Source: an optimization exercise on an open RTL-to-GDS flow (aim: small area). Production flows keep margins and buffers that such runs may drop. At most, simulation tests tie the RTL to the original design; equivalence was not proved. No activity file was given, so power comes from the tool's default toggle rates.

// hmmm_core
module hmmm_core (
    input  wire        clk,
    input  wire        rst,
    input  wire [8:0]  code_size,
    output wire        imem_req,
    output wire [7:0]  imem_addr,
    input  wire        imem_ready,
    input  wire [15:0] imem_rdata,
    output wire        dmem_req,
    output wire        dmem_we,
    output wire [7:0]  dmem_addr,
    output wire [15:0] dmem_wdata,
    input  wire        dmem_ready,
    input  wire [15:0] dmem_rdata,
    output wire        in_req,
    input  wire        in_valid,
    input  wire        in_abort,
    input  wire [15:0] in_data,
    output wire        out_valid,
    output wire [15:0] out_data,
    output wire [1:0]  status,
    output wire [2:0]  cause,
    output wire [7:0]  lpc,
    input  wire [3:0]  dbg_addr,
    output wire [15:0] dbg_data
);
Settings: LEC_CHECK=0, CAP_MARGIN=20, CORE_MARGIN=2, CORE_UTILIZATION=50, PLACE_DENSITY=0.65, SLEW_MARGIN=20, SYNTH_HIERARCHICAL=1, SYNTH_MINIMUM_KEEP_SIZE=0; clock period 11.0 ns.
standard.sh (not shown) runs the stock make flow with config.mk's settings and CLKGATE_MAP_FILE= SYNTH_SCRIPT=/design/flow/synth_recipe.tcl, a recipe that flattens the netlist after the stock synthesis.
==> flow/flow/run.sh <==
#!/bin/bash
# The standard layout (standard.sh) with three changes to how it is built:
# abc maps the logic with an area-oriented script (flow/synth.tcl, flow/area.abc),
# the port buffers are the smallest buffer cell, and clock tree synthesis uses
# clkbuf_8 with sink clusters of up to 20 and no dummy loads.
set -euo pipefail
W=$(pwd)
export MY_WORK=$W
export MY_ABC_SCRIPT=$W/flow/area.abc
export BUFFER_PORTS_ARGS="-buffer_cell sky130_fd_sc_hd__buf_1"
export CTS_ARGS="-sink_clustering_enable -repair_clock_nets -dont_use_dummy_load -sink_clustering_size 20 -sink_clustering_max_diameter 50 -buf_list {sky130_fd_sc_hd__clkbuf_8}"
sed "s#SYNTH_SCRIPT=[^ ]*#SYNTH_SCRIPT=$W/flow/synth.tcl#" standard.sh > my_standard.sh
grep -q "SYNTH_SCRIPT=$W/flow/synth.tcl" my_standard.sh
bash my_standard.sh > standard.log 2>&1
==> flow/flow/area.abc <==
&get -n
&st
&dch
&nf -p -R 1000
&put
==> flow/flow/synth.tcl <==
# The standard flow's synthesis script (synth_recipe.tcl), with abc mapping the logic by
# the area-oriented script flow/area.abc instead of ORFS's speed script.
proc abc {args} {
  set i [lsearch -exact $args -script]
  if {$i >= 0} { lset args [expr {$i + 1}] $::env(MY_ABC_SCRIPT) }
  yosys abc {*}$args
}
source [file join $::env(MY_WORK) synth_recipe.tcl]
The baseline finished clean.
Rerun with:
--- a/flow/design.v
+++ b/flow/design.v
@@ -149,17 +149,32 @@
                 gate = Anz && !s_div;
             end
         end
         default: ;
         endcase
     end
     wire [16:0] opB = ({17{gate}} & {rd[15], rd}) ^ {17{inv}};
-    wire [17:0] sum18 = {opA, cin} + {opB, cin};
-    wire [16:0] sum   = sum18[17:1];
+    wire [16:0] p = opA ^ opB;
+    wire [16:0] g = opA & opB;
+    wire [9:0]  cl;
+    wire [8:0]  c0, c1;
+    wire [16:0] sum;
+    assign cl[0] = cin;
     genvar b;
+    generate for (b = 0; b < 9; b = b + 1) begin : g_lo
+        assign sum[b]  = p[b] ^ cl[b];
+        assign cl[b+1] = g[b] | (p[b] & cl[b]);
+    end endgenerate
+    assign c0[0] = 1'b0;
+    assign c1[0] = 1'b1;
+    generate for (b = 0; b < 8; b = b + 1) begin : g_hi
+        assign c0[b+1] = g[b+9] | (p[b+9] & c0[b]);
+        assign c1[b+1] = g[b+9] | (p[b+9] & c1[b]);
+        assign sum[b+9] = p[b+9] ^ (cl[9] ? c1[b] : c0[b]);
+    end endgenerate
     wire [9:0] lb;
     assign lb[0] = 1'b0;
     generate for (b = 0; b < 9; b = b + 1) begin : g_lt
         assign lb[b+1] = (~A[b] & code_size[b]) | (lb[b] & ~(A[b] ^ code_size[b]));
     end endgenerate
     wire        lt      = lb[9];
     wire        hz9     = (A[16:9] == 8'd0);
Effect:
- Now the flow finished but fails on negative setup slack
- cell count went down by 1.2%
- routed wire length is lower by 1.6%
- hold slack gains 4.7 ps
- synthesized cell count came out lower by 4.6%
- setup slack loses 1700 ps
- combinational power came out higher by 48%
- global-route usage rose by 0.26 points
- sequential power barely changes
No functional check of the RTL was part of the second run of this note.

static timing again, ports no longer ideal:
Ports are ideal in the flow. The routed layouts listed here were re-timed in OpenROAD.
Step 1: set_driving_cell puts a clkbuf_16 on clk and a buf_2 on each other input, an assumption about the parent block.
Step 2 adds t to the input delays and takes it off the output delays; t is the mean of the earliest and latest rising clock arrival at the registers after step 1. Input paths then give back, and output paths get back, about the clock's delay inside the block.
Three values: no drivers, after step 1, after step 2; two values: the first two.
run	shift t [ns]	slack for setup (ns)	latest minus earliest clock arrival (ns)	worst slew at a driven data input, ns
the first run	0.603	1.121 / 1.130 / 0.537	0.086 / 0.085	0.04
the second run	0.604	-0.530 / -0.504 / -1.108	0.097 / 0.098	0.04
The setup slack of the first run, which loses most, moves by +0.009 ns with the drivers and by -0.584 ns with both steps.
